This is an optimization exercise on Yosys and OpenROAD, whose aim is small area, not a production implementation. The RTL was checked by simulation tests, not by an equivalence proof against the original design. Power figures rest on the tool's default switching activity, not on a simulated workload.

==> flow/design.v <==
module kstc_crc32c_step #(
    parameter [31:0] POLY = 32'h82F63B78
) (
    input  wire [31:0] crc_in,
    input  wire [7:0]  data,
    output reg  [31:0] crc_out
);
    integer i;
    always @* begin
        crc_out = crc_in ^ {24'd0, data};
        for (i = 0; i < 8; i = i + 1)
            crc_out = crc_out[0] ? ((crc_out >> 1) ^ POLY) : (crc_out >> 1);
    end
endmodule
module kstc_rx #(
    parameter MAX_PAYLOAD = 64
) (
    input  wire                     clk,
    input  wire                     rst,
    input  wire                     in_valid,
    input  wire [7:0]               in_byte,
    output reg                      out_valid,
    output wire [7:0]               out_pri,
    output wire [15:0]              out_src,
    output wire [15:0]              out_dst,
    output wire [15:0]              out_dspec,
    output wire [63:0]              out_tid,
    output wire [6:0]               out_len,
    output wire [8*MAX_PAYLOAD-1:0] out_payload
);
    localparam [7:0]  DELIM       = 8'h9E;
    localparam [7:0]  ESC         = 8'h8E;
    localparam [31:0] CRC_INIT    = 32'hFFFFFFFF;
    localparam [31:0] CRC_RESIDUE = 32'hB798B438;
    reg        in_frame;    
    reg        fresh;       
    reg        unesc;       
    reg [6:0]  cnt;         
    reg [31:0] crc;
    reg [8*24-1:8]          hdr;       
    reg [8*MAX_PAYLOAD-1:0] buffer;    
    wire [7:0]  eff = unesc ? ~in_byte : in_byte;
    wire        at_pay0  = !fresh && (cnt == 7'd124);            
    wire [31:0] crc_in   = (fresh || at_pay0) ? CRC_INIT : crc;
    wire [31:0] crc_next;
    kstc_crc32c_step u_crc (
        .crc_in  (crc_in),
        .data    (eff),
        .crc_out (crc_next)
    );
    wire is_delim = (in_byte == DELIM);
    wire is_esc   = (in_byte == ESC);
    wire data     = in_valid && !is_delim && !is_esc;
    wire crc_ok   = (crc == CRC_RESIDUE);
    wire at_ovf     = cnt[6] && !cnt[5] && !cnt[4];          
    wire len_ok     = !cnt[6] || at_ovf;                     
    reg bad_data;
    always @* begin
        bad_data = 1'b0;
        if (fresh && eff != 8'h00)
            bad_data = 1'b1;                                 
        if (!fresh && cnt >= 7'd116 && cnt <= 7'd118 && eff != 8'h00)
            bad_data = 1'b1;                                 
        if (!fresh && cnt == 7'd119 && eff != 8'h80)
            bad_data = 1'b1;
        if (at_pay0 && !crc_ok)
            bad_data = 1'b1;                                 
        if (!fresh && at_ovf)
            bad_data = 1'b1;                                 
    end
    wire take_delim = in_valid && is_delim;
    wire emit = take_delim && in_frame && !fresh && len_ok && crc_ok;
    always @(posedge clk) begin
        if (rst)
            in_frame <= 1'b0;
        else if (take_delim)
            in_frame <= 1'b1;
        else if (in_valid && is_esc && unesc)
            in_frame <= 1'b0;                                
        else if (data && bad_data)
            in_frame <= 1'b0;
    end
    always @(posedge clk) begin
        if (in_valid)
            unesc <= is_esc;
        if (take_delim)
            fresh <= 1'b1;
        else if (data)
            fresh <= 1'b0;
        if (data)
            cnt <= fresh ? 7'd93 : cnt + 7'd1;
        if (data)
            crc <= crc_next;
    end
    always @(posedge clk) begin
        if (rst)
            out_valid <= 1'b0;
        else
            out_valid <= emit;
    end
    wire [23:1]            hdr_we;
    wire [MAX_PAYLOAD-1:0] buf_we;
    genvar g;
    generate
        for (g = 1; g <= 23; g = g + 1) begin : g_hdr
            if (g <= 7 || g >= 16) begin : g_used
                localparam [6:0] P = g - 36 + 128;
                wire keep = (cnt[6:3] != P[6:3]) || (cnt[2:0] != P[2:0]);
                assign hdr_we[g] = (cnt == P);
                always @(posedge clk)
                    hdr[8*g +: 8] <= ({8{keep}} | eff) & (hdr[8*g +: 8] | {8{hdr_we[g]}});
            end else begin : g_unused
                assign hdr_we[g] = 1'b0;
            end
        end
        for (g = 0; g < MAX_PAYLOAD; g = g + 1) begin : g_buf
            localparam [6:0] P = (g - 4 + 128) % 128;
            wire keep = (cnt[6:3] != P[6:3]) || (cnt[2:0] != P[2:0]);
            assign buf_we[g] = (cnt == P);
            always @(posedge clk)
                buffer[8*g +: 8] <= ({8{keep}} | eff) & (buffer[8*g +: 8] | {8{buf_we[g]}});
        end
    endgenerate
    assign out_pri     = hdr[15:8];
    assign out_src     = hdr[31:16];
    assign out_dst     = hdr[47:32];
    assign out_dspec   = hdr[63:48];
    assign out_tid     = hdr[191:128];
    assign out_len     = cnt;
    assign out_payload = buffer;
endmodule
==> flow/config.mk <==
export PLATFORM = sky130hd
export DESIGN_NAME = kstc_rx
export DESIGN_NICKNAME = kstc_rx
export VERILOG_FILES = /design/flow/design.v
export SDC_FILE = /design/flow/constraint.sdc
export NUM_CORES = 4
export LEC_CHECK = 0
export CAP_MARGIN = 0
export CORE_MARGIN = 2
export CORE_UTILIZATION = 46
export SLEW_MARGIN = 0
export BUFFER_PORTS_ARGS = -buffer_cell sky130_fd_sc_hd__buf_1
export CTS_ARGS = -sink_clustering_enable -repair_clock_nets -dont_use_dummy_load -buf_list {sky130_fd_sc_hd__clkbuf_16} -sink_clustering_size 36 -sink_clustering_max_diameter 60
export REMOVE_ABC_BUFFERS = 1
==> flow/constraint.sdc <==
create_clock -name core_clock -period 5.0 [get_ports {clk}]
set_input_delay 1.0000 -clock core_clock [delete_from_list [all_inputs] [get_ports {clk}]]
set_output_delay 1.0000 -clock core_clock [all_outputs]
set_load 0.01 [all_outputs]
standard.sh (not shown) runs the stock make flow with config.mk's settings and CLKGATE_MAP_FILE= SYNTH_SCRIPT=/design/flow/synth_recipe.tcl, a recipe that flattens the netlist after the stock synthesis.
==> flow/flow/run.sh <==
#!/bin/bash
# Standard ORFS layout (the standard.sh) with these changes:
# - synthesis is the standard flow's synthesis script with only the ABC mapping script
#   replaced by flow/area.abc (area-oriented mapping); flip-flop mapping,
#   flattening and renaming are unchanged;
# - flow/extra.mk is added to config.mk: smallest buffer cell for the port
#   buffers, and CTS with smaller clock buffers and no dummy loads.
set -euo pipefail
W=$PWD
cat flow/extra.mk >> config.mk
sed '/source \$::env(SCRIPTS_DIR)\/synth_preamble.tcl/a set abc_args [lreplace $abc_args 1 1 '"$W"'/flow/area.abc]' \
    "$FLOW_HOME/scripts/synth.tcl" > flow_synth.tcl
grep -q 'flow/area.abc' flow_synth.tcl
sed "s#source \$::env(SCRIPTS_DIR)/synth.tcl#source $W/flow_synth.tcl#" synth_recipe.tcl > flow_synth_recipe.tcl
grep -q 'flow_synth.tcl' flow_synth_recipe.tcl
bash standard.sh synth SYNTH_SCRIPT="$W/flow_synth_recipe.tcl" > synth_make.log 2>&1
bash standard.sh > standard_make.log 2>&1
==> flow/flow/area.abc <==
strash
&get -n
&fraig -x
&put
scorr
dc2
dch
amap
topo
==> flow/flow/extra.mk <==
export BUFFER_PORTS_ARGS = -buffer_cell sky130_fd_sc_hd__buf_1
export CTS_ARGS = -sink_clustering_enable -repair_clock_nets -dont_use_dummy_load -buf_list {sky130_fd_sc_hd__clkbuf_16} -sink_clustering_size 36 -sink_clustering_max_diameter 60
export REMOVE_ABC_BUFFERS = 1
Rerun with:
==> flow/flow/extra.mk (replaced) <==
export BUFFER_PORTS_ARGS = -buffer_cell sky130_fd_sc_hd__buf_1
export CTS_ARGS = -sink_clustering_enable -repair_clock_nets -dont_use_dummy_load -buf_list {sky130_fd_sc_hd__clkbuf_8} -sink_clustering_size 18 -sink_clustering_max_diameter 70
export REMOVE_ABC_BUFFERS = 1
Settings changed: CTS_ARGS -sink_clustering_enable -repair_clock_nets -dont_use_dummy_load -buf_list {sky130_fd_sc_hd__clkbuf_16} -sink_clustering_size 36 -sink_clustering_max_diameter 60 to -sink_clustering_enable -repair_clock_nets -dont_use_dummy_load -buf_list {sky130_fd_sc_hd__clkbuf_8} -sink_clustering_size 18 -sink_clustering_max_diameter 70.
Outcome:
- The changed run passed the timing, design-rule and antenna checks
- routed wire length hardly moves
- die area does not change
- global-route usage barely changes
- setup slack improved by 0.11 ns
- area after synthesis does not change
- core utilization falls by 0.89 points
- count of clock-buffer cells in the layout climbs by 3
Rerun with:
==> flow/flow/extra.mk (replaced) <==
export BUFFER_PORTS_ARGS = -buffer_cell sky130_fd_sc_hd__buf_1
export CTS_ARGS = -sink_clustering_enable -repair_clock_nets -dont_use_dummy_load -buf_list {sky130_fd_sc_hd__clkbuf_8 sky130_fd_sc_hd__clkbuf_16} -sink_clustering_buffer sky130_fd_sc_hd__clkbuf_16 -sink_clustering_size 32 -sink_clustering_max_diameter 70
export REMOVE_ABC_BUFFERS = 1
Settings changed: CTS_ARGS -sink_clustering_enable -repair_clock_nets -dont_use_dummy_load -buf_list {sky130_fd_sc_hd__clkbuf_8} -sink_clustering_size 18 -sink_clustering_max_diameter 70 to -sink_clustering_enable -repair_clock_nets -dont_use_dummy_load -buf_list {sky130_fd_sc_hd__clkbuf_8 sky130_fd_sc_hd__clkbuf_16} -sink_clustering_buffer sky130_fd_sc_hd__clkbuf_16 -sink_clustering_size 32 -sink_clustering_max_diameter 70.
What happened: Wire length stays flat; flip-flop and latch count stays the same; non-clock buffer count does not change; sequential share of layout area fell by 0.61 points; sequential power stays flat; combinational power hardly moves; fmax falls by 0.79%; design area rose by about 1.1%.
Rerun with:
==> flow/flow/extra.mk (replaced) <==
export BUFFER_PORTS_ARGS = -buffer_cell sky130_fd_sc_hd__buf_1
export CTS_ARGS = -sink_clustering_enable -repair_clock_nets -dont_use_dummy_load -buf_list {sky130_fd_sc_hd__clkbuf_8} -sink_clustering_size 20 -sink_clustering_max_diameter 50
export REMOVE_ABC_BUFFERS = 1
Settings changed: CTS_ARGS -sink_clustering_enable -repair_clock_nets -dont_use_dummy_load -buf_list {sky130_fd_sc_hd__clkbuf_8 sky130_fd_sc_hd__clkbuf_16} -sink_clustering_buffer sky130_fd_sc_hd__clkbuf_16 -sink_clustering_size 32 -sink_clustering_max_diameter 70 to -sink_clustering_enable -repair_clock_nets -dont_use_dummy_load -buf_list {sky130_fd_sc_hd__clkbuf_8} -sink_clustering_size 20 -sink_clustering_max_diameter 50.
After rerunning: The new run went through all stages and came out clean. Final cell count went up by 0.39%. Power fell by 2.9%. Wire length is about the same. Design area shrinks by 0.82%. Setup slack is better by 0.052 ns. Via count rises by 0.63%. Flip-flop and latch count does not change. Clock-buffer cell count went up by 14. Synthesized cell count does not change.

==> port drivers added, routing unchanged <==
Ports are ideal in the flow. The routed layouts listed here were re-timed in OpenROAD.
Step 1, drivers: a clkbuf_16 drives clk and a buf_2 each remaining input, both assumed.
Step 2 also shifts input and output timing later by t, the mid clock arrival at the registers, as if the neighbouring blocks saw the same clock.
Slacks: ideal / step 1 / step 2; pairs: ideal / step 1.
| run | shift t [ns] | setup WS [ns] | pins driven straight from the clock port |
|---|---|---|---|
| the first run | 0.631 | 0.428 / 0.428 / 0.248 | 1 |
| the second run | 0.682 | 0.534 / 0.534 / 0.293 | 1 |
| the third run | 0.624 | 0.499 / 0.499 / 0.234 | 1 |
| the fourth run | 0.713 | 0.551 / 0.551 / 0.301 | 1 |
After both steps every run listed still meets setup and hold. For the third run, which loses most, drivers alone change the setup slack by 0.000 ns; drivers and shift together by -0.265 ns.
